This design comes from an exercise in tuning for small area, a short achievable clock period and few clock cycles per item on the open sky130 flow, not from production work. Only simulation tests tie the RTL to the original design; equivalence was not proved. Power figures rest on the tool's default switching activity, not on a simulated workload.

==> flow/design.v <==
module radio_mode_fsm #(
    parameter [7:0]  CHANNEL_RESET = 8'h0B,
    parameter [15:0] CCACFG_RESET  = 16'h0000
) (
    input  wire        clk,
    input  wire        rst,             
    input  wire        in_valid,
    output wire        in_ready,
    input  wire        in_kind,         
    input  wire [31:0] in_word,
    input  wire [31:0] in_arg,
    input  wire        in_abortable,    
    input  wire        in_ack_req,      
    input  wire [31:0] pool_handle,
    output wire        pool_take,
    output wire        rsp_valid,
    output wire [31:0] rsp_word,
    output wire        out_valid,
    output wire [31:0] out_w0,
    output wire [31:0] out_w1,
    output wire [1:0]  need,
    output reg  [7:0]  hw_channel,
    output reg  [15:0] hw_cca,
    output wire [7:0]  fault
);
    localparam [4:0] ST_DIS   = 5'b00_000, ST_SLEEP = 5'b00_001,
                     ST_WT    = 5'b01_000, ST_WRF   = 5'b01_001,
                     ST_RXH   = 5'b01_010, ST_RXF   = 5'b01_011,
                     ST_ED    = 5'b01_100, ST_CCA   = 5'b01_101,
                     ST_TXACK = 5'b10_000, ST_CCATX = 5'b10_001,
                     ST_TXF   = 5'b10_010, ST_RXACK = 5'b10_011,
                     ST_CC    = 5'b10_100;
    localparam [3:0] E_RXS  = 4'b0000, E_DIS  = 4'b0001,
                     E_AM0  = 4'b0010, E_AM1  = 4'b0011,
                     E_RXC0 = 4'b0100, E_RXC1 = 4'b0101,
                     E_TXC  = 4'b0110, E_TSG  = 4'b0111,
                     E_ACK0 = 4'b1000, E_ACK1 = 4'b1001,
                     E_ATO  = 4'b1010, E_TSR  = 4'b1011,
                     E_EDC  = 4'b1100, E_EDC1 = 4'b1101,   
                     E_CCA0 = 4'b1110, E_CCA1 = 4'b1111;
    localparam [2:0] R_TX = 3'd0, R_RX = 3'd1, R_ED = 3'd2, R_EDAB = 3'd3,
                     R_CCA = 3'd4, R_CCAAB = 3'd5;
    reg  [4:0]  state;
    reg         ts_granted;
    reg  [31:0] rx_buffer;
    reg         rx_none;             
    reg         pending_rx;
    reg         resume;
    reg         job_ack_req;
    reg  [31:0] job_frame;           
    reg  [7:0]  cfg_channel;
    reg         pending_channel;
    reg  [15:0] cfg_cca;
    reg         pending_cca;
    reg         cs_held;
    reg  [2:0]  fault_r;
    reg  [3:0]  evq [0:15];          
    reg  [4:0]  evq_tail;            
    reg  [3:0]  evq_head;
    reg  [4:0]  evq_count;           
    reg  [3:0]  evq_last;            
    reg         ed_held;             
    reg  [7:0]  energy;
    reg         ready_r;
    reg         ok_r;                
    reg         take_r;
    reg         rsp_v;
    reg  [3:0]  rsp_lo;
    reg  [3:0]  rsp_hi;
    reg         rec_v;
    reg  [2:0]  rec_type;
    reg  [7:0]  rec_lo;
    assign in_ready  = ready_r && ok_r;
    assign pool_take = take_r && ok_r;
    assign rsp_valid = rsp_v && ok_r;
    assign rsp_word  = {24'd0, rsp_hi, rsp_lo};
    assign out_valid = rec_v && ok_r;
    assign out_w0    = {5'b10000, rec_type, 16'd0, rec_lo};
    assign out_w1    = job_frame;
    assign need      = state[4:3];
    assign fault     = {5'd0, fault_r};
    wire sDIS   = state == ST_DIS;
    wire sSLEEP = state == ST_SLEEP;
    wire sWT    = state == ST_WT;
    wire sWRF   = state == ST_WRF;
    wire sRXH   = state == ST_RXH;
    wire sRXF   = state == ST_RXF;
    wire sED    = state == ST_ED;
    wire sCCA   = state == ST_CCA;
    wire sTXACK = state == ST_TXACK;
    wire sCCATX = state == ST_CCATX;
    wire sTXF   = state == ST_TXF;
    wire sRXACK = state == ST_RXACK;
    wire sCC    = state == ST_CC;
    wire recv   = sWRF || sRXH || sRXF || sTXACK;
    wire txfam  = sCCATX || sTXF || sRXACK;
    wire inset  = sSLEEP || sWT || sWRF;           
    wire probe_legal = recv || (sSLEEP && ts_granted) || (sWT && !resume && ts_granted);
    wire probe_res   = (sSLEEP && !ts_granted) || (sWT && !resume && !ts_granted);
    reg  [3:0] state_code;           
    always @* begin
        case (state)
            ST_DIS:   state_code = 4'd0;
            ST_SLEEP: state_code = 4'd1;
            ST_WT:    state_code = 4'd2;
            ST_WRF:   state_code = 4'd3;
            ST_RXH:   state_code = 4'd4;
            ST_RXF:   state_code = 4'd5;
            ST_TXACK: state_code = 4'd6;
            ST_CCATX: state_code = 4'd7;
            ST_TXF:   state_code = 4'd8;
            ST_RXACK: state_code = 4'd9;
            ST_ED:    state_code = 4'd10;
            ST_CCA:   state_code = 4'd11;
            default:  state_code = 4'd12;
        endcase
    end
    wire queued  = (evq_tail != 5'd0);   
    wire drain   = ok_r && !take_r && !cs_held && queued;
    wire last    = ({1'b0, evq_head} + 5'd1 == evq_tail);    
    wire [3:0] qcode = evq[evq_head];
    wire [7:0] opc = in_word[31:24];
    wire b0        = in_word[0];
    wire acc       = in_valid && ready_r && ok_r;
    wire acc_cmd   = acc && !in_kind;
    wire acc_ev    = acc && in_kind;
    wire [4:0] cop = opc[4:0];           
    wire c_CSE = acc_cmd && cop == 5'h0E;
    wire c_CSX = acc_cmd && cop == 5'h0F;
    wire [3:0] dcode = (opc[5] || opc[3]) ? {opc[5] && opc[0], opc[5] && !opc[0], opc[5], 1'b1}
                                          : {opc[2:0], b0};
    wire dev   = acc_ev && !cs_held;             
    wire enq   = acc_ev && cs_held;              
    wire qev   = drain || (c_CSX && queued);     
    wire evgo  = dev || qev;
    wire [3:0] ecode = (ready_r && in_kind) ? dcode : qcode;
    wire eb    = ecode[0];
    wire paired = (dcode[3:1] == 3'b001) || (dcode[3:1] == 3'b010) ||
                  (dcode[3:1] == 3'b110) || (dcode[3:1] == 3'b111);
    wire drop  = (dcode == E_ACK0) ||
                 (evq_count != 5'd0 && dcode[3:1] == evq_last[3:1] &&
                  (paired || dcode[0] == evq_last[0]));
    wire store = enq && !drop;
    wire d_EDC = dcode[3:1] == 3'b110;
    reg        e_erl;           
    reg        e_fresh;         
    reg        e_chg;           
    reg  [4:0] e_state;
    reg        e_into;          
    reg        e_ts_set, e_ts_clr;
    reg        e_res_set;
    reg        e_none_set;      
    reg        e_rec;
    reg  [2:0] e_rtype;
    reg  [1:0] e_lo;
    always @* begin
        e_erl = 1'b0; e_fresh = 1'b0; e_chg = 1'b0; e_state = state; e_into = 1'b0;
        e_ts_set = 1'b0; e_ts_clr = 1'b0; e_res_set = 1'b0; e_none_set = 1'b0;
        e_rec = 1'b0; e_rtype = R_TX; e_lo = 2'd0;
        case (ecode)
            E_RXS: begin
                e_chg = sWRF; e_state = ST_RXH;
            end
            E_DIS: begin
                e_chg = sDIS; e_state = ST_SLEEP; e_into = sDIS;
            end
            E_AM0: begin
                e_chg = sRXH; e_state = ST_WRF; e_into = sRXH;
            end
            E_AM1: begin
                e_chg = sRXH; e_state = ST_RXF;
            end
            E_RXC0: begin
                e_erl = sRXF; e_fresh = sRXF; e_into = sRXF;
                e_rec = sRXF; e_rtype = R_RX;
            end
            E_RXC1: begin
                e_chg = sRXF; e_state = ST_TXACK; e_none_set = sRXF;
                e_rec = sRXF; e_rtype = R_RX;
            end
            E_TXC: begin
                e_erl = sTXACK || (sTXF && !job_ack_req);
                e_into = e_erl;
                e_chg = sTXF && job_ack_req; e_state = ST_RXACK;
                e_rec = sTXF && !job_ack_req;
            end
            E_TSG: begin
                e_ts_set = 1'b1;
                e_erl = sWT && !resume && !pending_rx;
                e_chg = sWT && resume; e_state = ST_CC;
            end
            E_ACK1, E_ATO: begin
                e_erl = sRXACK; e_into = sRXACK;
                e_rec = sRXACK; e_lo = {ecode[1], 1'b0};
            end
            E_TSR: begin
                e_ts_clr = 1'b1;
                e_erl = recv || sED || sCCA || txfam;
                e_into = 1'b1;
                e_chg = sDIS || sCC; e_state = sDIS ? ST_SLEEP : ST_WT;
                e_res_set = sCC;
                e_rec = sED || sCCA || txfam;
                e_rtype = sED ? R_EDAB : sCCA ? R_CCAAB : R_TX;
                e_lo = {2{txfam}};
            end
            E_EDC, E_EDC1: begin
                e_erl = sED; e_into = sED;
                e_rec = sED; e_rtype = R_ED;
            end
            E_CCA0, E_CCA1: begin
                e_erl = sCCA || (sCCATX && eb); e_into = e_erl;
                e_chg = sCCATX && !eb; e_state = ST_TXF;
                e_rec = e_erl;
                e_rtype = sCCA ? R_CCA : R_TX;
                e_lo = {1'b0, eb};
            end
            default: ;       
        endcase
    end
    reg        k_erl;
    reg        k_chg;
    reg  [4:0] k_state;
    reg        k_into;
    reg        k_prx_clr, k_res_clr, k_none_clr;
    reg  [3:0] k_rsp;
    always @* begin
        k_erl = 1'b0; k_chg = 1'b0; k_state = state; k_into = 1'b0;
        k_prx_clr = 1'b0; k_res_clr = 1'b0; k_none_clr = 1'b0; k_rsp = 4'd1;
        case (cop)
            5'h01: begin                                         
                k_chg = (sWT && !resume) || sWRF || (sRXH && in_abortable);
                k_state = ST_DIS;
                k_prx_clr = k_chg; k_res_clr = k_chg;
                k_rsp = k_chg ? 4'd1 : 4'd2;
            end
            5'h02: begin                                         
                k_erl = sSLEEP || sCC || (sWT && resume);
                k_into = sCC;
                k_rsp = (k_erl || sWT || recv) ? 4'd1 : 4'd2;
            end
            5'h03: begin                                         
                k_chg = sWRF || sRXH || sRXF;
                k_state = b0 ? ST_CCATX : ST_TXF;
                k_rsp = k_chg ? 4'd1 : sWT ? 4'd4 : 4'd2;
            end
            5'h04, 5'h05, 5'h06: begin                           
                k_chg = probe_legal;
                k_state = cop[1] ? ST_CC : cop[0] ? ST_CCA : ST_ED;
                k_prx_clr = k_chg; k_res_clr = k_chg;
                k_rsp = probe_legal ? 4'd1 : probe_res ? 4'd4 : 4'd2;
            end
            5'h09: begin                                         
                k_chg = pending_rx && sWT;
                k_state = ts_granted ? ST_WRF : ST_WT;
                k_prx_clr = k_chg; k_none_clr = k_chg;
                k_rsp = k_chg ? 4'd9 : 4'd1;
            end
            default: ;
        endcase
    end
    wire pool_zero = (pool_handle == 32'd0);
    wire cmdq      = (cop == 5'h0F) && queued;   
    wire       ts_E    = e_ts_set ? 1'b1 : e_ts_clr ? 1'b0 : ts_granted;
    wire       bz_E    = rx_none || e_fresh;
    wire       none_E  = bz_E && pool_zero;
    wire [4:0] state_E = e_erl ? {4'b0100, !none_E && ts_E} : e_chg ? e_state : state;
    wire       rxn_E   = e_erl ? none_E : (e_none_set || rx_none);
    wire       prx_E   = e_erl ? none_E : pending_rx;
    wire       res_E   = e_res_set || (resume && !e_erl && !(e_chg && ecode == E_TSG));
    wire       take_E  = e_erl && bz_E;
    wire       none_K  = rx_none && pool_zero;
    wire [4:0] state_K = cmdq ? state_E :
                         k_erl ? {4'b0100, !none_K && ts_granted} : k_chg ? k_state : state;
    wire       rxn_K   = cmdq ? rxn_E : k_erl ? none_K : rx_none && !k_none_clr;
    wire       prx_K   = cmdq ? prx_E : k_erl ? none_K : pending_rx && !k_prx_clr;
    wire       res_K   = cmdq ? res_E : resume && !k_erl && !k_res_clr;
    wire       ts_K    = cmdq ? ts_E : ts_granted;
    wire       take_K  = cmdq ? take_E : k_erl && rx_none;
    wire       into_K  = cmdq ? e_into : k_into;
    wire       rec_K   = cmdq && e_rec;
    wire ev_now  = in_kind && !cs_held;          
    wire [4:0] n_state = acc ? (in_kind ? (cs_held ? state : state_E) : state_K)
                             : (drain ? state_E : state);
    wire n_rx_none     = acc ? (in_kind ? (cs_held ? rx_none : rxn_E) : rxn_K)
                             : (drain ? rxn_E : rx_none);
    wire n_pending_rx  = acc ? (in_kind ? (cs_held ? pending_rx : prx_E) : prx_K)
                             : (drain ? prx_E : pending_rx);
    wire n_resume      = acc ? (in_kind ? (cs_held ? resume : res_E) : res_K)
                             : (drain ? res_E : resume);
    wire n_ts          = acc ? (in_kind ? (cs_held ? ts_granted : ts_E) : ts_K)
                             : (drain ? ts_E : ts_granted);
    wire take          = acc ? (in_kind ? ev_now && take_E : take_K) : drain && take_E;
    wire into_set      = acc ? (in_kind ? ev_now && e_into : into_K) : drain && e_into;
    wire rec           = acc ? (in_kind ? ev_now && e_rec : rec_K) : drain && e_rec;
    wire n_cs = c_CSE ? 1'b1 : c_CSX ? 1'b0 : cs_held;
    wire c_CHU = acc_cmd && cop == 5'h0A;
    wire c_CCU = acc_cmd && cop == 5'h0B;
    wire upd_channel = (pending_channel && into_set) || (c_CHU && inset);
    wire upd_cca     = (pending_cca && into_set) || (c_CCU && inset);
    wire n_pending_channel = (pending_channel && !into_set) || (c_CHU && !inset);
    wire n_pending_cca     = (pending_cca && !into_set) || (c_CCU && !inset);
    wire [7:0] n_rec_lo = (e_rtype == R_ED) ? (dev ? in_word[7:0] : energy) : {6'd0, e_lo};
    wire [3:0] n_rsp_hi = (cop == 5'h08) ? state_code : 4'd0;
    wire z23_8 = (in_word[23:8] == 16'd0);
    wire z7_1  = (in_word[7:1] == 7'd0);
    reg        ev_ok;
    always @* begin
        case (opc)
            8'h40, 8'h43, 8'h45, 8'h48, 8'h60, 8'h61: ev_ok = z23_8 && z7_1 && !b0;
            8'h41, 8'h42, 8'h44, 8'h47:               ev_ok = z23_8 && z7_1;
            8'h46:                                    ev_ok = z23_8;
            default:                                  ev_ok = 1'b0;
        endcase
    end
    reg cmd_ok;
    always @* begin
        case (opc)
            8'h01, 8'h02, 8'h04, 8'h05, 8'h06, 8'h08, 8'h09, 8'h0A, 8'h0B,
            8'h0E, 8'h0F: cmd_ok = z23_8 && z7_1 && !b0;
            8'h03:        cmd_ok = z23_8 && z7_1;
            8'h10:        cmd_ok = z23_8;
            8'h11:        cmd_ok = in_word[23:16] == 8'd0;
            default:      cmd_ok = 1'b0;
        endcase
    end
    wire needs_cs = (opc >= 8'h01 && opc <= 8'h06) || (opc >= 8'h08 && opc <= 8'h0B);
    wire arg_zero = (in_arg == 32'd0);
    reg  [2:0] step_fault;
    always @* begin
        step_fault = 3'd0;
        if (in_kind) begin
            if (!ev_ok)
                step_fault = 3'd1;
            else if (cs_held && evq_count[4])
                step_fault = 3'd6;
        end else begin
            if (!cmd_ok)
                step_fault = 3'd1;
            else if ((opc == 8'h03 || opc == 8'h09) && arg_zero)
                step_fault = 3'd7;
            else if (needs_cs && !cs_held)
                step_fault = 3'd2;
            else if (opc == 8'h0E && cs_held)
                step_fault = 3'd3;
            else if (opc == 8'h0F && !cs_held)
                step_fault = 3'd4;
        end
    end
    wire faulting = acc && (step_fault != 3'd0);
    wire [4:0] n_tail = qev ? (last ? 5'd0 : evq_tail) : (store ? evq_tail + 5'd1 : evq_tail);
    wire n_ready = !take && (n_cs || n_tail == 5'd0);
    always @(posedge clk) begin
        if (rst) begin
            state           <= ST_SLEEP;
            ts_granted      <= 1'b0;
            rx_none         <= 1'b1;
            pending_rx      <= 1'b0;
            resume          <= 1'b0;
            cfg_channel     <= CHANNEL_RESET;
            hw_channel      <= CHANNEL_RESET;
            pending_channel <= 1'b0;
            cfg_cca         <= CCACFG_RESET;
            hw_cca          <= CCACFG_RESET;
            pending_cca     <= 1'b0;
            cs_held         <= 1'b0;
            fault_r         <= 3'd0;
            evq_tail        <= 5'd0;
            evq_head        <= 4'd0;
            evq_count       <= 5'd0;
            ed_held         <= 1'b0;
            ready_r         <= 1'b1;
            ok_r            <= 1'b1;
            take_r          <= 1'b0;
            rsp_v           <= 1'b0;
            rec_v           <= 1'b0;
        end else begin
            state           <= n_state;
            ts_granted      <= n_ts;
            rx_none         <= n_rx_none;
            pending_rx      <= n_pending_rx;
            resume          <= n_resume;
            pending_channel <= n_pending_channel;
            pending_cca     <= n_pending_cca;
            cs_held         <= n_cs;
            if (acc_cmd && cop == 5'h10)
                cfg_channel <= in_word[7:0];
            if (acc_cmd && cop == 5'h11)
                cfg_cca <= in_word[15:0];
            if (acc)
                fault_r <= step_fault;
            ready_r         <= n_ready;
            ok_r            <= ok_r && !faulting;
            take_r          <= take;
            rsp_v           <= acc_cmd;
            rec_v           <= rec;
            if (upd_channel)
                hw_channel <= cfg_channel;
            if (upd_cca)
                hw_cca <= cfg_cca;
            evq_tail <= n_tail;
            if (c_CSE) begin
                evq_count <= 5'd0;
                ed_held   <= 1'b0;
            end
            if (enq) begin
                evq_count <= evq_count + 5'd1;
                if (d_EDC)
                    ed_held <= 1'b1;
            end
            if (qev)
                evq_head <= last ? 4'd0 : evq_head + 4'd1;
        end
    end
    always @(posedge clk) begin
        if (acc_cmd && cop == 5'h03 && !txfam)
            job_ack_req <= in_ack_req;
        if (!txfam)
            job_frame <= (sED || sCCA) ? 32'd0 :
                         (sRXF && !(acc_cmd && cop == 5'h03)) ? rx_buffer : in_arg;
        rsp_lo      <= acc_cmd ? k_rsp : 4'd1;
        rsp_hi      <= n_rsp_hi;
        rec_type    <= e_rtype;
        rec_lo      <= n_rec_lo;
        if (rx_none || (evgo && e_fresh))
            rx_buffer <= (acc_cmd && cop == 5'h09) ? in_arg : pool_handle;
        if (enq && d_EDC && !ed_held)
            energy <= in_word[7:0];
        if (enq)
            evq_last <= dcode;
        if (store)
            evq[evq_tail[3:0]] <= dcode;
    end
endmodule
==> flow/flow/run.sh <==
#!/bin/bash
# The standard layout (standard.sh), with every port buffered by a
# sky130_fd_sc_hd__buf_1 instead of the cell buffer_ports picks by default.
set -euo pipefail
export BUFFER_PORTS_ARGS="-buffer_cell sky130_fd_sc_hd__buf_1"
bash standard.sh > standard.log 2>&1
==> flow/standard.sh <==
#!/bin/bash
# synth_recipe.tcl (not shown) runs the flow's synth.tcl, then flattens the netlist and writes it again
# the make line also repeats each setting of config.mk as NAME=value (left out here)
make -C /OpenROAD-flow-scripts/flow DESIGN_CONFIG=/design/flow/config.mk WORK_HOME=/design/flow/orfs CLKGATE_MAP_FILE= SYNTH_SCRIPT=/design/flow/synth_recipe.tcl "${@:-finish}"
==> flow/config.mk <==
export PLATFORM = sky130hd
export DESIGN_NAME = radio_mode_fsm
export DESIGN_NICKNAME = radio_mode_fsm
export VERILOG_FILES = /design/flow/design.v
export SDC_FILE = /design/flow/constraint.sdc
export NUM_CORES = 4
export LEC_CHECK = 0
export ABC_AREA = 1
export CAP_MARGIN = 20
export CORE_MARGIN = 2
export CORE_UTILIZATION = 40
export CTS_BUF_LIST = sky130_fd_sc_hd__clkbuf_8
export PLACE_DENSITY = 0.6
export SETUP_SLACK_MARGIN = 5.0
export SLEW_MARGIN = 20
==> flow/constraint.sdc <==
create_clock -name core_clock -period 8.0 [get_ports {clk}]
set_input_delay 1.6000 -clock core_clock [delete_from_list [all_inputs] [get_ports {clk}]]
set_output_delay 1.6000 -clock core_clock [all_outputs]
set_load 0.01 [all_outputs]
==> results of run 1 <==
[layout make-up]
class | count | area, um^2
well taps | 402 | 503
flip-flops and latches | 247 | 6360
clock inverters | 24 | 135
clock buffers | 53 | 729
fillers | 3060 | 15900
repair buffers | 242 | 1250
multi-input cells | 1042 | 5580
inverters | 202 | 822
repair inverters | 1 | 3.75
[power groups by stage]
| stage | registers (mW) | logic [mW] | clock network (mW) |
|---|---|---|---|
| final | 1.42 | 0.340 | 1.15 |
| after global routing | 1.43 | 0.371 | 1.24 |
| after CTS | 1.42 | 0.323 | 1.18 |
| after detailed placement | 1.45 | 0.273 | 0 |
| after global placement | 1.45 | 0.273 | 0 |
| after floorplan | 1.45 | 0.188 | 0 |
[synthesized netlist by cell type, drive strengths merged]
master,instances
nand2,347
inv,200
nor2,191
edfxtp,141
o21ai,121
nand3,114
dfxtp,106
a21oi,81
buf,70
clkbuf,28
nand3b,22
nor3,22
nor4,19
nand4,17
ha,7
a211oi,6
a31oi,6
o211ai,5
xor2,5
mux2i,3
o22ai,3
o31ai,3
clkinv,2
conb,2
nor3b,2
o211a,2
or2,2
xnor2,2
a21boi,1
a221oi,1
a311oi,1
a31o,1
a41oi,1
and3b,1
o2111ai,1
o221ai,1
o41ai,1
[cells in the final DEF (no fill, tap or decap), drive strengths merged, types with 2 or more instances in the layout]
master	count
nand2	348
buf	240
inv	215
nor2	191
edfxtp	141
o21ai	122
nand3	114
dfxtp	106
a21oi	81
clkbuf	55
conb	50
nand3b	22
nor3	22
nor4	19
nand4	17
clkinv	10
ha	7
a31oi	7
a211oi	6
xor2	5
o211ai	5
o22ai	3
mux2i	3
o31ai	3
xnor2	2
o211a	2
or2	2
nor3b	2
[registers in the layout, summed over array words and instances, names as in the netlist, 3 cells and up, named ones only]
register     count
rsp_hi           4
hw_channel       8
hw_cca          16
rsp_lo           4
evq_count        5
rx_buffer       32
job_frame       32
rec_type         3
state            5
evq_head         4
cfg_cca         16
evq_last         4
cfg_channel      8
evq             64
fault_r          3
rec_lo           8
energy           8
evq_tail         5
[path summary, 6_finish.rpt]
path / endpoint
worst min register to register: hw_channel[1]
worst max register to register: hw_cca[15]
worst max-delay path: hw_cca[15]
worst min-delay path: hw_channel[1]
[repair_timing]
action / in CTS / in global routing
gates cloned: 5 / 0
setup buffers: 30 / 17
gates resized for setup: 97 / 58
setup endpoints to repair: 230 / 158
pin swaps: 20 / 21
[critical path: cells and delay by family]
family	cells	cell delay, ns
and+or+nand+nor	12	1.26
buffers and inverters	4	0.47
AOI/OAI and AO/OA	1	0.24
[cells by family after synthesis]
kind of cell    after synthesis  synth area share (%)
compound gates              235                  10.1
xor+xnor                      7                 0.485
fa+ha+maj                     7                 0.692
buf+inv                     300                  11.2
flops                       247                  50.3
mux                           3                 0.237
other cells                   2                0.0594
simple gates                737                  27.0
[routing by layer]
| metal | GRT usage (%) | part of all wire, % | vias to the layer above |
|---|---|---|---|
| met4 | 7.58 | 3.0 | 0 |
| met1 | 28.1 | 43 | 5271 |
| li1 | - | - | 5484 |
| met5 | 0 | 0 | - |
| met3 | 3.57 | 5.6 | 81 |
| met2 | 35.2 | 48 | 368 |
[stage by stage]
| stage | hold WS, ns | utilization [%] | setup WS [ns] | total power [mW] |
|---|---|---|---|---|
| 6_report | 0.467 | 49.1 | 4.91 | 2.92 |
| 5_1_grt | 0.483 | 49.1 | 4.78 | 3.04 |
| 4_1_cts | 0.470 | 48.1 | 4.97 | 2.93 |
| 3_5_place_dp | 0.448 | 43.3 | 3.18 | 1.72 |
| 3_3_place_gp | 0.444 | 43.3 | 3.26 | 1.72 |
| 2_1_floorplan | 0.442 | - | 4.35 | 1.64 |
==> run summary, run 1 <==
minimum clock period=3.09 ns; Max Slew Vio Count=0; clk latency of the worst-skew pair=0.57 ns; CP endpoint kind=flip-flop; area growth from synthesis to layout=21.6%; post-synthesis sequential area ratio=50.3%; Crit Path Category=in2reg; total core area=31300 um^2; CP arrival=3.59 ns; clock network power share=approximately 40%; Wirelength per Cell=16.3 um; Sink Count=247; Synth Instances=1538; r2r worst-path depth=18; worst setup path start=in_word[27]; Clock Skew=0.0408 ns; Post-DP HPWL=24700 um; CTS Hold Bufs=0; Via density=5.06; CTS tree=yes; Avg Inst Size Synth=8.22 um^2; Hold Path Stages=2; pwr/cell area=190 nW/um^2; DRT iter0 DRCs=819; CP startpoint kind=primary input; remaining global-route overflow=0; Die X=approximately 180 um; sequential share of power=48.8%; Die Area=33100 um^2; Root Buffer=clkbuf_8; Boundary Pins=236; finished layout cell area=15400 um^2; cell area after synthesis=12600 um^2; Num CTS Buffers=42; status=finished clean; Sum Neg Setup Slack=0 ns; first-pass GRT wire length=55400 um; Yosys cell types=between 50 and 60; Residual DRC=0; Psw=0.772 mW; Max VDD drop=0.113 mV; R2R setup slack=5.10 ns; routed vias=11200; GPL Wtd Cong=0.929; worst-path cell chain=buf_12, inv_12, nand2_8, o21ai_4, inv_2, nand2_2, nand2_4, nor2_4, nand4_1, nand2_2, nor2_4, nand3_4, nand3_4, buf_6, nand3b_1, nand2_1, nor2_1; hold_sp=hw_channel[1]; Die Y=182 um; Internal Power=2.14 mW; 1st-pass router iterations=5; clock buffer depth=3; Routed Antenna Nets=0; Synth area leader=edfxtp_1; share of cells above drive strength 1=17.2%; WP data required=8.49 ns; initial antenna violation count=0; Comb pwr share=between 10% and 20%; largest cells by area after synthesis=edfxtp_1 (33%), dfxtp_1 (17%), nand2_1 (9.6%); DP Area=13600 um^2; RSZ-0062 raised after global routing=true; Placement Rows=between 60 and 70; largest net degree at the start of global routing=65; share of the synthesized area in the top cell type=between 30 and 40%; slew of the pin with the lowest slew margin=0.698 ns; Max-Cap Viols=0; Final Non-Filler Cells=2213; Nets=between 1500 and 2000; Slowest Stage Delay on Critical Path=roughly 0.24 ns; Seq cells post-synth=247; worst rel slew slack=between 50% and 60%; crit path max-delay cell type=o21ai_4; final WL=36100 um; setup violators final=0; worst-path fanout max=6; Port Buf Inserts=185; Synth warnings=1; vias in the first global route=10500; Initial Utilization=40.4%; Post-Place Cells=2084; fmax=about 320 MHz; Sw Share=26.5%; Hold Path Class=reg2reg; Ant. Diodes=0; Final Cycle Share=38.7%; Total Routing Usage GR=between 20% and 30%; clock slew at reported path FFs=0.06 ns; Final Hold Fails=0; Lkg Pwr=about 6.6 nW; H-Tree Depth=2
Testbench counts, summed over its fixed seeds: cycles 33,598, items 32,000.
==> inputs of run 2 (changes only) <==
--- a/flow/design.v
+++ b/flow/design.v
@@ -138,7 +138,9 @@
     wire paired = (dcode[3:1] == 3'b001) || (dcode[3:1] == 3'b010) ||
                   (dcode[3:1] == 3'b110) || (dcode[3:1] == 3'b111);
+    wire tsr_drop = evq_count != 5'd0 && evq_last == E_TSR && dcode != E_TSG;
     wire drop  = (dcode == E_ACK0) ||
                  (evq_count != 5'd0 && dcode[3:1] == evq_last[3:1] &&
-                  (paired || dcode[0] == evq_last[0]));
+                  (paired || dcode[0] == evq_last[0])) ||
+                 tsr_drop;
     wire store = enq && !drop;
     wire d_EDC = dcode[3:1] == 3'b110;
@@ -426,5 +428,5 @@
         if (enq && d_EDC && !ed_held)
             energy <= in_word[7:0];
-        if (enq)
+        if (enq && !tsr_drop)
             evq_last <= dcode;
         if (store)
--- a/flow/config.mk
+++ b/flow/config.mk
@@ -10,5 +10,4 @@
 export CORE_MARGIN = 2
 export CORE_UTILIZATION = 40
-export CTS_BUF_LIST = sky130_fd_sc_hd__clkbuf_8
 export PLACE_DENSITY = 0.6
 export SETUP_SLACK_MARGIN = 5.0
==> run 2 against run 1 <==
Against the previous run: first-iteration DRC count rose by 21%; area after synthesis shrank 2.3%; highest routed layer unchanged; sequential power about the same; non-clock buffer count is 10 higher; design area is 2.3% higher; fmax down 1.6%; critical path depth fell by 1; cell count is 2.6% lower; still clean on timing, DRC and antenna; critical endpoint is now evq_tail[4].
==> run summary, run 2 <==
combinational family with the most area after synthesis=simple AND/OR/NAND/NOR gates; Psw=0.769 mW (-0.36%); minimum clock period=3.14 ns (+0.0506 ns); Crit Path Category=in2reg; Synth Area in XOR/XNOR=0.496% (+0.011 points); Num CTS Buffers=27 (-36%); Final Cycle Share=39.3% (+0.63 points); initial antenna violation count=0 (unchanged); met2 usage=36.2% (+1.0 points); total core area=30500 um^2 (-2.6%); WP data required=8.45 ns (-0.04 ns); Ant. Diodes=0 (unchanged); hold_sp=cfg_channel[4]; Max-Cap Viols=0 (unchanged); clock slew at reported path FFs=0.06 ns (about the same); status=finished clean; Total Routing Usage GR=21.5% (+0.23 points); largest cells by area after synthesis=edfxtp_1 (34%), dfxtp_1 (17%), nand2_1 (9.3%); remaining global-route overflow=0 (unchanged); DP Area=13300 um^2 (-1.7%); Die Y=180 um (-1.1%); largest net degree at the start of global routing=65 (unchanged); met3 usage=3.53% (-0.045 points); commonest non-fill, non-tap cell in the layout=nand2_1; most frequent cells in the layout=nand2_1 (271), buf_1 (177), inv_1 (151); Most Crowded Layer GR=met2; Lkg Pwr=6.32 nW (-3.6%); fillcell total=2805 (-8.3%); most numerous cell in the Yosys netlist=nand2_1; clock network power share=45.0% (+5.5 points); GPL Wtd Cong=0.926 (-0.36%); worst-path fanout max=5 (-1); Die Area=32300 um^2 (-2.3%); Boundary Pins=236 (unchanged); area growth from synthesis to layout=27.4%; sequential share of power=44.4% (-4.4 points); CP arrival=3.60 ns (about the same); slew of the pin with the lowest slew margin=0.934 ns (+0.235 ns); routed vias=11100 (-0.62%); Sw Share=24.1% (-2.3 points); Port Buf Inserts=185 (unchanged); met1 Use GR=28.5% (+0.41 points); Synth warnings=1 (unchanged); Overall Power=3.19 mW (+9.3%); Synth area leader=edfxtp_1; Nets=1847 (-2.1%); area of the multi-input gates=5720 um^2 (+2.6%); post-synthesis compound-gate area fraction=11.9% (+1.8 points); H-Tree Depth=1 (-1); cell area after synthesis=12400 um^2 (-2.3%); Max VDD drop=0.157 mV (+40%); Comb pwr share=10.6% (-1.0 points); Hold Path Class=reg2reg; Sum Neg Setup Slack=0 ns (unchanged); DRT iter0 DRCs=990 (+21%); 1st-pass router iterations=6 (+1); r2r worst-path depth=19 (+1); Seq. cell area=6360 um^2 (about the same); Clock Skew=0.0341 ns (-0.00673 ns); post-synthesis sequential area ratio=51.4% (+1.2 points); Adder-Cell Fraction of Synth Area=0.709% (+0.016 points); Worst R2R End=hw_cca[12]; Routed Antenna Nets=0 (unchanged); setup violators final=0 (unchanged); Avg Inst Size Synth=8.22 um^2 (about the same); CTS tree=yes; Post-DP HPWL=24000 um (-2.6%); Initial Utilization=40.5% (+0.10 points); CP startpoint kind=primary input; Synth Area in Simple Gates=24.3% (-2.7 points); async set-reset flop share out of synthesis=0% (unchanged); Residual DRC=0 (unchanged); Synth Instances=1503 (-2.3%); synth cell count leaders=nand2_1 (306), inv_1 (174), nor2_1 (174); Final Hold Fails=0 (unchanged); CTS Hold Bufs=0 (unchanged); Post-synth top flop=edfxtp_1; worst rel slew slack=37.7% (-15 points); clock buffer depth=3 (unchanged); CP endpoint kind=flip-flop; share of cells above drive strength 1=19.2% (+2.0 points); first-pass GRT wire length=56200 um (+1.4%); Hold Path Stages=2 (unchanged); final WL=36200 um (+0.34%); Internal Power=2.42 mW (+13%); Yosys cell types=51 (-7.3%); R2R setup slack=5.06 ns (-0.04 ns); RSZ-0062 raised after global routing=true; share of the synthesized area in the top cell type=34.3% (+0.79 points); pwr/cell area=203 nW/um^2 (+6.8%); finished layout cell area=15700 um^2 (+2.3%); Wirelength per Cell=16.8 um (+3.0%); Max Slew Vio Count=0 (unchanged); vias in the first global route=10400 (-0.94%); Hold EP=hw_channel[4]; clk latency of the worst-skew pair=0.56 ns (about the same); Die X=180 um (-1.1%); max reg flops=64 (unchanged); fmax=318 MHz (-1.6%); Sink Count=247 (unchanged); Post-synth EDFFs=141 (unchanged); Via density=5.17 (+2.1%); final core utilization=51.6% (+2.5 points); mux contribution to synthesized area=0.162% (-0.075 points); Seq cells post-synth=247 (unchanged); Placement Rows=64 (-1.5%); Root Buffer=clkbuf_16
==> run 2: cell count changes in the layout (fill, tap and decap cells not counted), sizes merged, moves of 11 or more <==
cell / previous run / this run
inv: 215 / 184
clkbuf: 55 / 33
nand3b: 22 / 1
a21oi: 81 / 100
nand2: 348 / 332
o21ai: 122 / 134
buf: 240 / 251
nor2: 191 / 180
==> run 2: worst max path at each step <==
stage	endpoint	slack, ns	startpoint	depth (start not counted)
2_1_floorplan	rx_buffer[0]	4.27	in_word[27]	12
3_3_place_gp	rx_buffer[6]	3.55	in_word[29]	12
3_5_place_dp	rx_buffer[4]	3.54	in_word[29]	12
4_1_cts	hw_cca[7]	4.95	in_word[26]	17
5_1_grt	ready_r	4.74	in_word[29]	18
6_report	evq_tail[4]	4.86	in_word[29]	16
==> run 2: cells by family (layout without fill, tap and decap cells) <==
| logic type | Yosys count | in the layout |
|---|---|---|
| flops | 247 | 247 |
| fa+ha+maj | 7 | 7 |
| xor+xnor | 7 | 7 |
| simple gates | 687 | 688 |
| other cells | 2 | 50 |
| compound gates | 268 | 270 |
| mux | 2 | 2 |
| buf+inv | 283 | 488 |
==> run 2: metal layers <==
metal	routed length [um]	up-vias
met4	1010	0
met1	15200	5215
met5	0	-
li1	-	5393
met3	2640	76
met2	17300	451
==> run 2: per-stage QoR <==
step                      setup WS, ns  hold WS (ns)  cells
after floorplan                   4.27         0.429   1551
after global placement            3.55         0.441   2038
after detailed placement          3.54         0.451   2038
after CTS                         4.95         0.460   2128
after global routing              4.74         0.469   2155
final                             4.86         0.457   2155
==> run 2: power by group through the flow <==
stage               Sequential, mW  Combinational [mW]  Clock [mW]
detailed placement            1.44               0.252           0
global placement              1.44               0.252           0
CTS                           1.42               0.305        1.46
finish                        1.42               0.337        1.43
floorplan                     1.45               0.170           0
global route                  1.42               0.365        1.52
==> run 2: final cells by class <==
class / count / share of cell area (%)
multi-input cells: 1024 / 36.4
clock buffers: 32 / 4.61
flip-flops and latches: 247 / 40.4
inverters: 184 / 4.67
clock inverters: 18 / 1.94
repair buffers: 252 / 8.80
well taps: 396 / 3.15
repair inverters: 2 / 0.0636
==> run 2: critical path, stage by stage <==
cell and delay [ns]:
buf_12 0.12, buf_12 0.12, o21ai_4 0.26, clkinvlp_4 0.18, nand2_2 0.09, nand3_1 0.09
nand2_1 0.10, nand4_1 0.16, nand2_4 0.17, nor2_4 0.07, nand2_2 0.07, nand2_2 0.07
buf_4 0.13, buf_4 0.12, buf_4 0.12, a21oi_1 0.13
==> run 2: what timing repair did <==
item                       in CTS  in global routing
gates cloned                    6                  0
setup buffers                  34                 27
resized for setup             100                113
setup endpoints to repair     233                177
pin swaps                      25                 70
Testbench counts of run 2, summed over its fixed seeds: cycles 33,341, items 32,000.
==> inputs of run 3 (changes only) <==
--- a/flow/config.mk
+++ b/flow/config.mk
@@ -9,6 +9,7 @@
 export CAP_MARGIN = 20
 export CORE_MARGIN = 2
-export CORE_UTILIZATION = 40
-export PLACE_DENSITY = 0.6
+export CORE_UTILIZATION = 50
+export CTS_BUF_LIST = sky130_fd_sc_hd__clkbuf_8
+export PLACE_DENSITY = 0.65
 export SETUP_SLACK_MARGIN = 5.0
 export SLEW_MARGIN = 20
==> run 3 against run 2 <==
Against the previous run: flip-flop and latch count unchanged; cell count down 2.3%; total power down 9.7%; largest power group is now sequential cells; core utilization up 12 points; fmax up 2.4%; largest cell class unchanged; global-route usage up 4.3 points; synthesized cell count unchanged; critical path depth down 2; design area down 2.2%; die area down 20%; combinational power down 2%; sequential power about the same.
==> run summary, run 3 <==
share of the synthesized area in the top cell type=34.3% (unchanged); WP buf/inv=5 (-1); Synth Instances=1503 (unchanged); Placement Rows=57 (-11%); Sink Count=247 (unchanged); crit-path leading delay family=buffers and inverters; Max VDD drop=0.153 mV (-2.6%); critical path's most frequent cell=nor2_4; clk latency of the worst-skew pair=0.55 ns (about the same); CTS Hold Bufs=0 (unchanged); Max Slew Vio Count=0 (unchanged); async set-reset flop share out of synthesis=0% (unchanged); synth cell count leaders=nand2_1 (306), inv_1 (174), nor2_1 (174); Slowest Stage Delay on Critical Path=0.29 ns (+0.03 ns); clock buffer depth=3 (unchanged); CTS tree=yes; Seq cells post-synth=247 (unchanged); Sum Neg Setup Slack=0 ns (unchanged); fmax=326 MHz (+2.4%); Synth area leader=edfxtp_1; Clock Skew=0.0248 ns (-0.00923 ns); Final Cycle Share=38.4% (-0.92 points); initial antenna violation count=0 (unchanged); worst rel slew slack=39.4% (+1.7 points); Nets=1857 (+0.54%); WP data required=8.25 ns (-0.20 ns); 1st-pass router iterations=6 (unchanged); worst-path cell chain=buf_12, nor2_4, inv_4, o21ai_4, buf_6, nand2_4, nand2_4, nand2_8, nor2_4, nand2_2, inv_2, nor2_4, a31oi_4, buf_12; Avg Inst Size Synth=8.22 um^2 (unchanged); slew of the pin with the lowest slew margin=0.908 ns (-0.0257 ns); Synth warnings=1 (unchanged); DP Area=13300 um^2 (-0.62%); most frequent cells in the layout=nand2_1 (265), buf_1 (176), inv_1 (173); setup violators final=0 (unchanged); Post-Place Cells=1967 (-3.5%); cell area after synthesis=12400 um^2 (unchanged); H-Tree Depth=2 (+1); vias in the first global route=10300 (-1.3%); Max-Cap Viols=0 (unchanged); Total Routing Usage GR=25.8% (+4.3 points); final WL=34800 um (-3.9%); Routed Antenna Nets=0 (unchanged); Lkg Pwr=6.36 nW (+0.64%); met2 usage=44.2% (+8.0 points); worst-path fanout max=8 (+3); clock slew at reported path FFs=0.06 ns (about the same); Post-DP HPWL=23600 um (-1.8%); Die X=161 um (-10%); Post-synth EDFFs=141 (unchanged); Wirelength per Cell=16.5 um (-1.6%); Place WS=3.53 ns (-0.00446 ns); CP startpoint kind=primary input; largest cells by area after synthesis=edfxtp_1 (34%), dfxtp_1 (17%), nand2_1 (9.3%); RSZ-0062 raised after global routing=true; largest net degree at the start of global routing=65 (unchanged); share of cells above drive strength 1=18.6% (-0.58 points); pwr/cell area=187 nW/um^2 (-7.7%); max reg flops=64 (unchanged); area growth from synthesis to layout=24.6%; commonest non-fill, non-tap cell in the layout=nand2_1; finished layout cell area=15400 um^2 (-2.2%); Hold Path Class=reg2reg; minimum clock period=3.07 ns (-0.0737 ns); remaining global-route overflow=0 (unchanged); Initial Utilization=50.8% (+10 points); Via density=5.27 (+1.9%); final core utilization=63.3% (+12 points); Ant. Diodes=0 (unchanged); Post-synth top flop=edfxtp_1; Num CTS Buffers=43 (+59%); Port Buf Inserts=185 (unchanged); status=finished clean; Yosys cell types=51 (unchanged); post-synthesis sequential area ratio=51.4% (unchanged); routed vias=11100 (-0.37%); met1 Use GR=33.6% (+5.1 points); Final Hold Fails=0 (unchanged); CP endpoint kind=flip-flop; Boundary Pins=236 (unchanged); first-pass GRT wire length=53300 um (-5.2%); Die Area=26000 um^2 (-20%); Die Y=161 um (-10%); Root Buffer=clkbuf_8; CP arrival=3.31 ns (-0.29 ns); GPL Wtd Cong=0.954 (+3.0%); Final Non-Filler Cells=2106 (-2.3%); setup ws final=4.93 ns (+0.0737 ns); crit path max-delay cell type=a31oi_4; Most Crowded Layer GR=met2; total core area=24300 um^2 (-20%); fillcell total=2168 (-23%); Residual DRC=0 (unchanged); Crit Path Category=in2reg; met3 usage=4.24% (+0.71 points); DRT iter0 DRCs=887 (-10%); most numerous cell in the Yosys netlist=nand2_1
## run 3: per-layer routing
metal,up-vias,wire length (um)
li1,5434,-
met1,5121,15000
met2,475,16600
met3,64,2410
met4,0,785
met5,-,0
## run 3: area by class of cell
class	instances	area, um^2	share of cell area, %
Sequential cell	247	6360	41.3
Multi-Input combinational cell	1025	5690	37.0
Timing Repair Buffer	245	1350	8.74
Inverter	184	736	4.78
Clock buffer	46	633	4.11
Tap cell	324	405	2.63
Clock inverter	33	214	1.39
Timing Repair inverter	2	10.0	0.0650
## run 3: cell families (layout without fill, tap and decap cells)
logic type               after synthesis  in the layout  synth area share [%]
AND/OR/NAND/NOR                      687            689                  24.3
flip-flops                           247            247                  51.4
adder cells (fa/ha/maj)                7              7                 0.709
AO/OA/AOI/OAI                        268            270                  11.9
XOR/XNOR                               7              7                 0.496
other                                  2             50                0.0608
buffers and inverters                283            510                  10.9
multiplexers                           2              2                 0.162
## run 3: final timing paths
check,from,to,slack [ns],depth (start not counted)
max,in_word[29],rx_buffer[14],4.93,14
min,cfg_cca[3],hw_cca[3],0.46,2
max reg2reg,flip-flop,rx_buffer[14],5.11,16
min reg2reg,cfg_cca[3],hw_cca[3],0.46,2
## run 3: repair_timing
item / CTS / global route
cloned: 8 / 1
buffers inserted: 28 / 23
gates resized for setup: 97 / 112
setup endpoints to repair: 232 / 174
pin swaps: 23 / 59
## run 3: metrics by stage
| stage | hold slack, ns | power [mW] |
|---|---|---|
| after global placement | 0.443 | 1.70 |
| after floorplan | 0.429 | 1.62 |
| after CTS | 0.450 | 2.87 |
| after global routing | 0.475 | 2.99 |
| final | 0.457 | 2.88 |
| after detailed placement | 0.450 | 1.70 |
## run 3: worst min-delay path, stage by stage (launching register included)
cell and delay [ns]:
dfxtp_1 0.31, nand2_2 0.06, a21oi_2 0.04
## run 3: power breakdown
part	total [mW]	switching [mW]	leakage (nW)	internal, mW
combinational	0.330	0.223	3.64	0.107
sequential	1.42	0.0178	2.20	1.40
clock	1.13	0.505	0.520	0.628
total	2.88	0.746	6.36	2.13
==> inputs of run 4 (changes only) <==
--- a/flow/config.mk
+++ b/flow/config.mk
@@ -10,5 +10,5 @@
 export CORE_MARGIN = 2
 export CORE_UTILIZATION = 50
-export CTS_BUF_LIST = sky130_fd_sc_hd__clkbuf_8
+export CTS_BUF_LIST = sky130_fd_sc_hd__clkbuf_4
 export PLACE_DENSITY = 0.65
 export SETUP_SLACK_MARGIN = 5.0
==> run 4 against run 3 <==
Against the previous run: wire length shrank 0.80%; synthesized cell count stayed put; register-to-register slack gained 0.05 ns; area after synthesis did not move; global-route usage fell by 0.23 points; clock-buffer cell count is 62 higher; clock skew rose by 0.015 ns; clock power up 8%; combinational power down 8.2%; sequential power hardly changed; worst hold slack gained 0.0028 ns; critical endpoint is now ready_r; highest routed layer unchanged.
==> run summary, run 4 <==
status=finished clean; DRT iter0 DRCs=945 (+6.5%); Post-synth top flop=edfxtp_1; cell area after synthesis=12400 um^2 (unchanged); Die X=161 um (unchanged); CP endpoint kind=flip-flop; Wirelength per Cell=16.3 um (-1.7%); RSZ-0062 raised after global routing=true; first-pass GRT wire length=52500 um (-1.4%); share of the synthesized area in the top cell type=34.3% (unchanged); routed vias=11000 (-0.80%); GPL Wtd Cong=0.954 (unchanged); Slowest Stage Delay on Critical Path=0.21 ns (-0.08 ns); H-Tree Depth=3 (+1); share of cells above drive strength 1=18.7% (+0.15 points); Hold Path Class=reg2reg; post-synthesis sequential area ratio=51.4% (unchanged); Port Buf Inserts=185 (unchanged); Placement Rows=57 (unchanged); largest cells by area after synthesis=edfxtp_1 (34%), dfxtp_1 (17%), nand2_1 (9.3%); Synth warnings=1 (unchanged); Num CTS Buffers=66 (+53%); Initial Utilization=50.8% (unchanged); Yosys cell types=51 (unchanged); Synth Instances=1503 (unchanged); Sum Neg Setup Slack=0 ns (unchanged); Post-DP HPWL=23600 um (unchanged); Clock Skew=0.0393 ns (+0.0145 ns); critical path's most frequent cell=nand2_1; final WL=34500 um (-0.80%); CTS tree=yes; 1st-pass router iterations=6 (unchanged); Routed Antenna Nets=0 (unchanged); total core area=24300 um^2 (unchanged); Post-Place Cells=1967 (unchanged); R2R setup slack=5.16 ns (+0.05 ns); Boundary Pins=236 (unchanged); vias in the first global route=10400 (+1.2%); most frequent cells in the layout=nand2_1 (282), buf_1 (175), inv_1 (157); setup violators final=0 (unchanged); Via density=5.18 (-1.7%); Crit Path Category=in2reg; pwr/cell area=195 nW/um^2 (+4.5%); Residual DRC=0 (unchanged); WP data required=8.54 ns (+0.29 ns); commonest non-fill, non-tap cell in the layout=nand2_1; Max Slew Vio Count=0 (unchanged); crit-path leading delay family=simple AND/OR/NAND/NOR gates; fmax=337 MHz (+3.5%); Total Routing Usage GR=25.5% (-0.23 points); worst-path cell chain=clkbuf_4, inv_4, nand2_4, o21ai_4, buf_6, clkinvlp_4, nand2_2, buf_4, nor3_1, nor2_2, nand2_4, nor2_4, buf_4, o21ai_2, nor2_1, nand2_1, nand2_1, nand3_1, nand2_1; Final Non-Filler Cells=2125 (+0.90%); CP arrival=3.51 ns (+0.20 ns); Root Buffer=clkbuf_4; Seq cells post-synth=247 (unchanged); most numerous cell in the Yosys netlist=nand2_1; area growth from synthesis to layout=21.7%; crit path max-delay cell type=nor3_1; Nets=1859 (+0.11%); Die Area=26000 um^2 (unchanged); initial antenna violation count=1 (+1); Final Hold Fails=0 (unchanged); Max-Cap Viols=0 (unchanged); remaining global-route overflow=0 (unchanged); Post-synth EDFFs=141 (unchanged); clk latency of the worst-skew pair=0.67 ns (+0.12 ns); minimum clock period=2.97 ns (-0.102 ns); synth cell count leaders=nand2_1 (306), inv_1 (174), nor2_1 (174); Synth area leader=edfxtp_1; Max VDD drop=0.115 mV (-25%); max reg flops=64 (unchanged); async set-reset flop share out of synthesis=0% (unchanged); clock slew at reported path FFs=0.07 ns (about the same); fillcell total=2214 (+2.1%); largest net degree at the start of global routing=65 (unchanged); WHS=0.460 ns (+0.00281 ns); CTS Hold Bufs=0 (unchanged); Sink Count=247 (unchanged); Final Cycle Share=37.1% (-1.3 points); clock buffer depth=3 (unchanged); CP startpoint kind=primary input; Lkg Pwr=6.21 nW (-2.5%); WP buf/inv=6 (+1); Die Y=161 um (unchanged); worst rel slew slack=38.9% (-0.49 points); Avg Inst Size Synth=8.22 um^2 (unchanged); slew of the pin with the lowest slew margin=0.915 ns (+0.00729 ns); worst-path fanout max=5 (-3)
[run 4: cell types whose count changed in the layout (fill, tap and decap cells not counted), sizes merged]
| cell | before | now |
|---|---|---|
| clkbuf | 48 | 113 |
| inv | 210 | 184 |
| buf | 243 | 219 |
| clkinv | 3 | 8 |
| diode | 0 | 1 |
| clkinvlp | 3 | 1 |
[run 4: worst paths after layout]
check / to / cells past startpoint / start
max: ready_r / 19 / in_word[24]
min: hw_cca[12] / 2 / cfg_cca[12]
max reg2reg: hw_cca[1] / 19 / flip-flop
min reg2reg: hw_cca[12] / 2 / cfg_cca[12]
[run 4: power breakdown]
group	internal [mW]	switching, mW	leakage (nW)
Clock	0.704	0.514	0.558
Combinational	0.0909	0.212	3.44
Sequential	1.40	0.0175	2.20
Total	2.19	0.744	6.21
[run 4: what timing repair did]
item,CTS,global route
pin swaps,8,39
setup buffers,16,17
resized for setup,48,101
gates cloned,2,4
endpoints found under the setup margin,225,148
endpoints found under the hold margin,0,0
[run 4: worst reg2reg max path, cell delays in order (launching register included)]
cell and delay [ns]:
dfxtp_1 0.33, buf_6 0.28, inv_4 0.22, nand2_1 0.10, nand3_1 0.07, nand3_1 0.12
nand2_1 0.07, nand2_1 0.11, nand3_1 0.19, nand2_4 0.16, nand2_4 0.08, nor2_4 0.13
nand2_2 0.09, nand2_2 0.08, nor2_2 0.05, nand3_4 0.11, nand3_4 0.18, buf_12 0.21
nand3_1 0.07, a21oi_1 0.07
[run 4: kinds of logic after synthesis]
group,Yosys count,share of synthesized area (%)
compound gates,268,11.9
buf+inv,283,10.9
xor+xnor,7,0.496
mux,2,0.162
flops,247,51.4
other cells,2,0.0608
simple gates,687,24.3
fa+ha+maj,7,0.709
[run 4: layer usage]
metal	part of all wire (%)	vias to the layer above	global-route usage, %	routed length [um]
li1	-	5461	-	-
met1	43	5022	32.4	14700
met2	47	437	42.6	16200
met3	7.4	85	5.62	2540
met4	3.1	0	10.2	1080
met5	0	-	0	0
[run 4: layout make-up]
cell class / instances / area, um^2 / share of cell area, %
Sequential cell: 247 / 6360 / 42.3
Multi-Input combinational cell: 1025 / 5500 / 36.6
Timing Repair Buffer: 224 / 1090 / 7.24
Clock buffer: 108 / 811 / 5.39
Inverter: 184 / 733 / 4.88
Tap cell: 324 / 405 / 2.70
Clock inverter: 10 / 118 / 0.782
Timing Repair inverter: 2 / 11.3 / 0.0749
Antenna cell: 1 / 2.50 / 0.0166
[run 4: stage by stage]
stage / power, mW / setup slack (ns) / cell area [um^2] / util (%)
2_1_floorplan: 1.62 / 4.27 / 12800 / -
3_3_place_gp: 1.70 / 3.60 / 13300 / 54.5
3_5_place_dp: 1.70 / 3.53 / 13300 / 54.5
4_1_cts: 2.94 / 4.98 / 14500 / 59.7
5_1_grt: 3.06 / 4.93 / 15000 / 61.8
6_report: 2.94 / 5.03 / 15000 / 61.8
==> inputs of run 5 (changes only) <==
--- a/flow/config.mk
+++ b/flow/config.mk
@@ -9,7 +9,7 @@
 export CAP_MARGIN = 20
 export CORE_MARGIN = 2
-export CORE_UTILIZATION = 50
+export CORE_UTILIZATION = 55
 export CTS_BUF_LIST = sky130_fd_sc_hd__clkbuf_4
-export PLACE_DENSITY = 0.65
+export PLACE_DENSITY = 0.7
 export SETUP_SLACK_MARGIN = 5.0
 export SLEW_MARGIN = 20
==> run 5 against run 4 <==
Against the previous run: still clean; register-to-register slack improved by 0.05 ns; clock skew grew 0.0040 ns; sequential power is essentially flat; synthesized cell count did not move; critical path depth shrank 9; worst setup slack worse by 0.11 ns; clock power down 16%; cell count down 2.5%; via count grew 1.1%; critical path type unchanged; largest cell class unchanged.
==> run summary, run 5 <==
status=finished clean; Lkg Pwr=6.09 nW (-1.9%); combinational family with the most area after synthesis=simple AND/OR/NAND/NOR gates; CP endpoint kind=flip-flop; Placement Rows=54 (-5.3%); finished layout cell area=14700 um^2 (-2.3%); max reg flops=64 (unchanged); most frequent cells in the layout=nand2_1 (282), buf_1 (173), inv_1 (158); Max Slew Vio Count=0 (unchanged); hold_sp=cfg_channel[4]; slew of the pin with the lowest slew margin=0.972 ns (+0.0566 ns); Num CTS Buffers=61 (-7.6%); sequential share of power=51.6% (+3.4 points); Sink Count=247 (unchanged); Synth Area in Simple Gates=24.3% (unchanged); DRT iter0 DRCs=839 (-11%); total core area=22000 um^2 (-9.7%); initial antenna violation count=1 (unchanged); WHS=0.455 ns (-0.00504 ns); worst setup path start=in_kind; vias in the first global route=10100 (-2.2%); H-Tree Depth=2 (-1); minimum clock period=3.08 ns (+0.109 ns); share of cells above drive strength 1=17.0% (-1.7 points); Overall Power=2.74 mW (-6.5%); post-synthesis sequential area ratio=51.4% (unchanged); worst-path fanout max=9 (+4); Max VDD drop=0.120 mV (+4.1%); fillcell total=1840 (-17%); Post-synth EDFFs=141 (unchanged); Wirelength per Cell=16.4 um (+0.95%); async set-reset flop share out of synthesis=0% (unchanged); Final Cycle Share=38.5% (+1.4 points); clock buffer depth=3 (unchanged); Sum Neg Setup Slack=0 ns (unchanged); final WL=34000 um (-1.6%); area growth from synthesis to layout=18.9%; setup ws final=4.92 ns (-0.109 ns); Yosys cell types=51 (unchanged); clock slew at reported path FFs=0.07 ns (about the same); Max-Cap Viols=0 (unchanged); Post-DP HPWL=23100 um (-2.0%); Synth Area in XOR/XNOR=0.496% (unchanged); post-synthesis compound-gate area fraction=11.9% (unchanged); most numerous cell in the Yosys netlist=nand2_1; Synth Instances=1503 (unchanged); Avg Inst Size Synth=8.22 um^2 (unchanged); Adder-Cell Fraction of Synth Area=0.709% (unchanged); 1st-pass router iterations=5 (-1); Post-synth top flop=edfxtp_1; largest net degree at the start of global routing=65 (unchanged); Synth area leader=edfxtp_1; largest cells by area after synthesis=edfxtp_1 (34%), dfxtp_1 (17%), nand2_1 (9.3%); DP Area=13200 um^2 (-0.53%); Initial Utilization=56.3% (+5.5 points); CTS Hold Bufs=0 (unchanged); Die Area=23700 um^2 (-8.9%); Total Routing Usage GR=27.3% (+1.8 points); clock network power share=37.5% (-4.0 points); Place WS=3.54 ns (+0.00259 ns); CP startpoint kind=primary input; Comb pwr share=10.9% (+0.6 points); Via density=5.37 (+3.7%); RSZ-0062 raised after global routing=true; Internal Power=2.02 mW (-7.8%); synth cell count leaders=nand2_1 (306), inv_1 (174), nor2_1 (174); CTS tree=yes; routed vias=11100 (+1.1%); Synth warnings=1 (unchanged); WP data required=8.38 ns (-0.16 ns); CP arrival=3.46 ns (-0.05 ns); Port Buf Inserts=185 (unchanged); Root Buffer=clkbuf_4; first-pass GRT wire length=51500 um (-1.8%); Psw=0.721 mW (-3.0%); Routed Antenna Nets=0 (unchanged); GPL Wtd Cong=0.939 (-1.6%); setup violators final=0 (unchanged); Final Hold Fails=0 (unchanged); remaining global-route overflow=0 (unchanged); Die X=154 um (-4.5%); Nets=1851 (-0.43%); Boundary Pins=236 (unchanged); Seq cells post-synth=247 (unchanged); commonest non-fill, non-tap cell in the layout=nand2_1; clk latency of the worst-skew pair=0.69 ns (+0.02 ns); share of the synthesized area in the top cell type=34.3% (unchanged); Sw Share=26.3% (+0.96 points); Crit Path Category=in2reg; Clock Skew=0.0433 ns (+0.00397 ns); mux contribution to synthesized area=0.162% (unchanged); fmax=325 MHz (-3.5%); worst rel slew slack=35.1% (-3.8 points); cell area after synthesis=12400 um^2 (unchanged); Die Y=154 um (-4.5%); Residual DRC=0 (unchanged); Hold Path Class=reg2reg; pwr/cell area=187 nW/um^2 (-4.4%)
[run 5: cell count changes in the layout (fill, tap and decap cells not counted), sizes merged]
cell,previous run,this run
bufinv,3,0
clkbuf,113,100
inv,184,182
diode,1,2
nand2,333,331
clkinv,8,18
nor3,21,22
buf,219,217
[run 5: layer usage]
| metal | vias to the layer above | track usage (%) | share of wire (%) |
|---|---|---|---|
| met3 | 64 | 6.29 | 9.4 |
| met2 | 555 | 46.6 | 48 |
| met4 | 0 | 7.61 | 1.9 |
| met1 | 5049 | 35.3 | 41 |
| li1 | 5455 | - | - |
| met5 | - | 0 | 0 |
[run 5: cell families after synthesis]
logic type	count (synthesis)
and+or+nand+nor	687
muxes	2
DFF	247
xor gates and xnor gates	7
buffers and inverters	283
adders and majority gates	7
AOI/OAI and AO/OA	268
other	2
[run 5: timing repair]
action / 4_1_cts / 5_1_grt
pin swaps: 5 / 21
endpoints found under the hold margin: 0 / 0
cloned: 2 / 3
setup buffers: 15 / 18
gates resized for setup: 40 / 82
setup endpoints to repair: 239 / 220
[run 5: path summary, 6_finish.rpt]
kind	endpoint	slack (ns)	cells after the start
setup reg to reg	hw_cca[1]	5.21	20
setup / recovery	evq[3][1]	4.92	10
hold / removal	hw_channel[4]	0.45	2
hold reg to reg	hw_channel[4]	0.45	2
[run 5: metrics by stage]
| stage | utilization [%] | instances |
|---|---|---|
| 3_3_place_gp | 60.0 | 1921 |
| 3_5_place_dp | 60.0 | 1921 |
| 5_1_grt | 66.9 | 2071 |
| 2_1_floorplan | - | 1551 |
| 4_1_cts | 64.9 | 2048 |
| 6_report | 66.9 | 2071 |
[run 5: final cells by class]
cell class / instances / area [um^2] / area share [%]
Timing Repair Buffer: 222 / 1060 / 7.22
Sequential cell: 247 / 6370 / 43.3
Tap cell: 280 / 350 / 2.39
Antenna cell: 2 / 5.00 / 0.0341
Inverter: 184 / 724 / 4.93
Multi-Input combinational cell: 1024 / 5400 / 36.7
Clock buffer: 95 / 713 / 4.86
Timing Repair inverter: 2 / 10.0 / 0.0681
Clock inverter: 15 / 61.3 / 0.417
[run 5: power groups by stage]
stage                     combinational [mW]  clock, mW  sequential, mW
final                                  0.299       1.03            1.42
after CTS                              0.273       1.05            1.42
after global routing                   0.325       1.12            1.42
after detailed placement               0.251          0            1.44
after floorplan                        0.170          0            1.45
after global placement                 0.251          0            1.44
[run 5: worst max-delay path, cell delays in order]
cell and delay (ns):
buf_2 0.20, nand2_1 0.23, nor2_2 0.43, nand2_1 0.15, nor2_2 0.18, nand2_4 0.11
nor2_4 0.18, buf_4 0.13, inv_2 0.08, nor2_4 0.15
==> inputs of run 6 (changes only) <==
--- a/flow/config.mk
+++ b/flow/config.mk
@@ -9,5 +9,5 @@
 export CAP_MARGIN = 20
 export CORE_MARGIN = 2
-export CORE_UTILIZATION = 55
+export CORE_UTILIZATION = 45
 export CTS_BUF_LIST = sky130_fd_sc_hd__clkbuf_4
 export PLACE_DENSITY = 0.7
==> run 6 against run 5 <==
Against the previous run: global-route usage down 3.8 points; sequential share of layout area down 1.1 points; critical path type unchanged; cell count rose by 3.7%; clock power is 16% higher; still clean; largest power group unchanged; largest cell class unchanged; sequential power about the same.
==> run summary, run 6 <==
WL met2=16700 um (+1.8%); area of the multi-input gates=5480 um^2 (+1.6%); total core area=27000 um^2 (+23%); remaining global-route overflow=0 (unchanged); Slowest Stage Delay on Critical Path=0.41 ns (-0.02 ns); largest net degree at the start of global routing=65 (unchanged); WP data required=8.62 ns (+0.24 ns); Post-DP HPWL=23900 um (+3.5%); clk latency of the worst-skew pair=0.70 ns (about the same); final WL=35200 um (+3.7%); R2R setup slack=5.19 ns (-0.02 ns); vias in the first global route=10200 (+0.85%); first-pass GRT wire length=53400 um (+3.5%); Synth area leader=edfxtp_1; clock slew at reported path FFs=0.07 ns (about the same); Num CTS Buffers=67 (+9.8%); Worst R2R End=hw_cca[15]; clock buffer depth=3 (unchanged); Crit Path Category=in2reg; CTS tree=yes; r2r worst-path depth=20 (unchanged); setup violators final=0 (unchanged); area growth from synthesis to layout=21.8%; worst setup path start=in_kind; Seq. cell area=6360 um^2 (about the same); 1st-pass router iterations=8 (+3); Post-synth top flop=edfxtp_1; largest cells by area after synthesis=edfxtp_1 (34%), dfxtp_1 (17%), nand2_1 (9.3%); post-synthesis sequential area ratio=51.4% (unchanged); WP buf/inv=1 (-2); async set-reset flop share out of synthesis=0% (unchanged); status=finished clean; slew of the pin with the lowest slew margin=0.979 ns (+0.00733 ns); Nets=1863 (+0.65%); synth cell count leaders=nand2_1 (306), inv_1 (174), nor2_1 (174); Final Hold Fails=0 (unchanged); critical path's most frequent cell=nand2_1; GPL Wtd Cong=0.972 (+3.6%); CP endpoint kind=flip-flop; Die X=170 um (+10%); initial antenna violation count=2 (+1); Die Y=170 um (+10%); Met3 Routed Length=2530 um (-21%); Sum Neg Setup Slack=0 ns (unchanged); Total Routing Usage GR=23.6% (-3.8 points); Worst path depth=15 (+5); Root Buffer=clkbuf_4; Clock Skew=0.0608 ns (+0.0175 ns); share of the synthesized area in the top cell type=34.3% (unchanged); Via density=5.24 (-2.5%); Avg Inst Size Synth=8.22 um^2 (unchanged); Max Used Layer=met4; Max VDD drop=0.123 mV (+2.2%); Routed Antenna Nets=0 (unchanged); Synth Instances=1503 (unchanged); Seq cells post-synth=247 (unchanged); max reg flops=64 (unchanged); Lkg Pwr=6.18 nW (+1.5%); Initial Utilization=45.8% (-10 points); minimum clock period=3.03 ns (-0.0435 ns); Placement Rows=60 (+11%); fmax=330 MHz (+1.4%); worst rel slew slack=34.7% (-0.49 points); Post-synth EDFFs=141 (unchanged); Final Cycle Share=37.9% (-0.54 points); most frequent cells in the layout=nand2_1 (283), buf_1 (176), inv_1 (159); worst setup path end=ready_r; worst-path cell chain=clkbuf_4, nand2_1, nor2_2, nand2_1, nor2_2, nand2_4, nor2_4, nand2_2, nand2_1, nand2_1, nor2_1, nand2_1, nand2_1, nand3_1, nand2_1; final core utilization=55.8% (-11 points); Max Slew Vio Count=0 (unchanged); Hold Path Stages=2 (unchanged); Boundary Pins=236 (unchanged); CP startpoint kind=primary input; DP Area=13300 um^2 (+0.71%); Sink Count=247 (unchanged); cell area after synthesis=12400 um^2 (unchanged); most numerous cell in the Yosys netlist=nand2_1; share of cells above drive strength 1=18.4% (+1.4 points); H-Tree Depth=3 (+1); worst-path fanout max=9 (unchanged); DRT iter0 DRCs=1043 (+24%); Die Area=28800 um^2 (+22%); commonest non-fill, non-tap cell in the layout=nand2_1; Synth warnings=1 (unchanged); Residual DRC=0 (unchanged); routed vias=11200 (+1.1%); Wirelength per Cell=16.4 um (about the same); crit path max-delay cell type=nor2_2; CP arrival=3.65 ns (+0.19 ns); RSZ-0062 raised after global routing=true; crit-path leading delay family=simple AND/OR/NAND/NOR gates; Port Buf Inserts=185 (unchanged); Yosys cell types=51 (unchanged); Hold Path Class=reg2reg; pwr/cell area=194 nW/um^2 (+3.6%); Max-Cap Viols=0 (unchanged); WL met1=15100 um (+9.4%); finished layout cell area=15000 um^2 (+2.5%); fillcell total=2456 (+33%)
run 6: worst min path at each step:
stage	from	endpoint	slack [ns]
finish	cfg_channel[1]	hw_channel[1]	0.44
global route	cfg_cca[8]	hw_cca[8]	0.47
CTS	cfg_channel[1]	hw_channel[1]	0.45
detailed placement	cfg_channel[1]	cfg_channel[1]	0.45
global placement	cfg_cca[15]	hw_cca[15]	0.44
floorplan	cfg_channel[1]	cfg_channel[1]	0.43
run 6: final cells by class:
type	instances	share of cell area (%)
timing repair inverter	2	0.0665
timing repair buffer	228	7.59
sequential	247	42.3
multi-input combinational	1024	36.4
clock inverter	16	0.840
clock buffer	103	5.14
tap	341	2.84
antenna	2	0.0333
inverter	184	4.79
run 6: repair_timing:
| action | CTS | global route |
|---|---|---|
| setup endpoints to repair | 162 | 174 |
| gates cloned | 2 | 3 |
| pin swaps | 4 | 27 |
| buffers inserted | 12 | 24 |
| hold buffers | 0 | 0 |
| resized for setup | 46 | 97 |
run 6: per-stage QoR:
step / power [mW] / worst slack (ns) / cells / hold slack (ns)
after floorplan: 1.62 / 4.27 / 1551 / 0.429
after global routing: 3.03 / 4.85 / 2147 / 0.469
after CTS: 2.91 / 4.93 / 2118 / 0.449
final: 2.91 / 4.97 / 2147 / 0.436
after global placement: 1.70 / 3.57 / 1985 / 0.444
after detailed placement: 1.70 / 3.52 / 1985 / 0.449
run 6: layer usage:
| layer | up-vias | GRT usage (%) |
|---|---|---|
| met5 | - | 0 |
| met4 | 0 | 9.10 |
| met3 | 72 | 5.29 |
| met2 | 479 | 37.8 |
| met1 | 5226 | 31.2 |
| li1 | 5470 | - |
run 6: kinds of logic after synthesis:
group | count (synthesis) | share of synthesized area, %
fa+ha+maj | 7 | 0.709
buf+inv | 283 | 10.9
simple gates | 687 | 24.3
xor+xnor | 7 | 0.496
compound gates | 268 | 11.9
mux | 2 | 0.162
other cells | 2 | 0.0608
flops | 247 | 51.4
run 6: worst reg2reg max path, delay by kind of cell, from the launching register on:
kind                   cells  cell delay (ns)
AND/OR/NAND/NOR           14             1.44
buffers and inverters      5             0.80
flip-flops                 1             0.33
AO/OA/AOI/OAI              1             0.08
run 6: power by group:
part	internal, mW	switching, mW	leakage [nW]
clock network	0.652	0.535	0.529
registers	1.40	0.0194	2.20
logic	0.0949	0.214	3.45

==> port drivers added, routing unchanged <==
How much do the figures lean on ideal ports? The routed layouts below were timed once more, with nothing changed but the port constraints. Step 1 sets driving cells, clkbuf_16 on the clock port and buf_2 on the other inputs (assumed; they add their load-dependent delay and slew). Step 2 adds t to the input delays and takes it off the output delays; t is the mean of the earliest and latest rising clock arrival at the registers after step 1. Input paths then give back, and output paths get back, about the clock's delay inside the block. a / b / c = ideal ports / drivers / drivers and shift; a / b = the first two.
run | t, ns | slack for setup (ns) | worst setup path after step 2
run 1 | 0.593 | 4.907 / 4.899 / 4.305 | input to register
run 2 | 0.591 | 4.857 / 4.844 / 4.253 | input to register
run 3 | 0.587 | 4.931 / 4.911 / 4.324 | input to register
run 4 | 0.700 | 5.033 / 5.033 / 4.333 | input to register
run 5 | 0.716 | 4.924 / 4.935 / 4.220 | input to register
run 6 | 0.711 | 4.967 / 4.983 / 4.272 | input to register
After both steps every run listed still meets setup and hold. For run 5, which loses most, drivers alone change the setup slack by +0.011 ns; drivers and shift together by -0.704 ns.
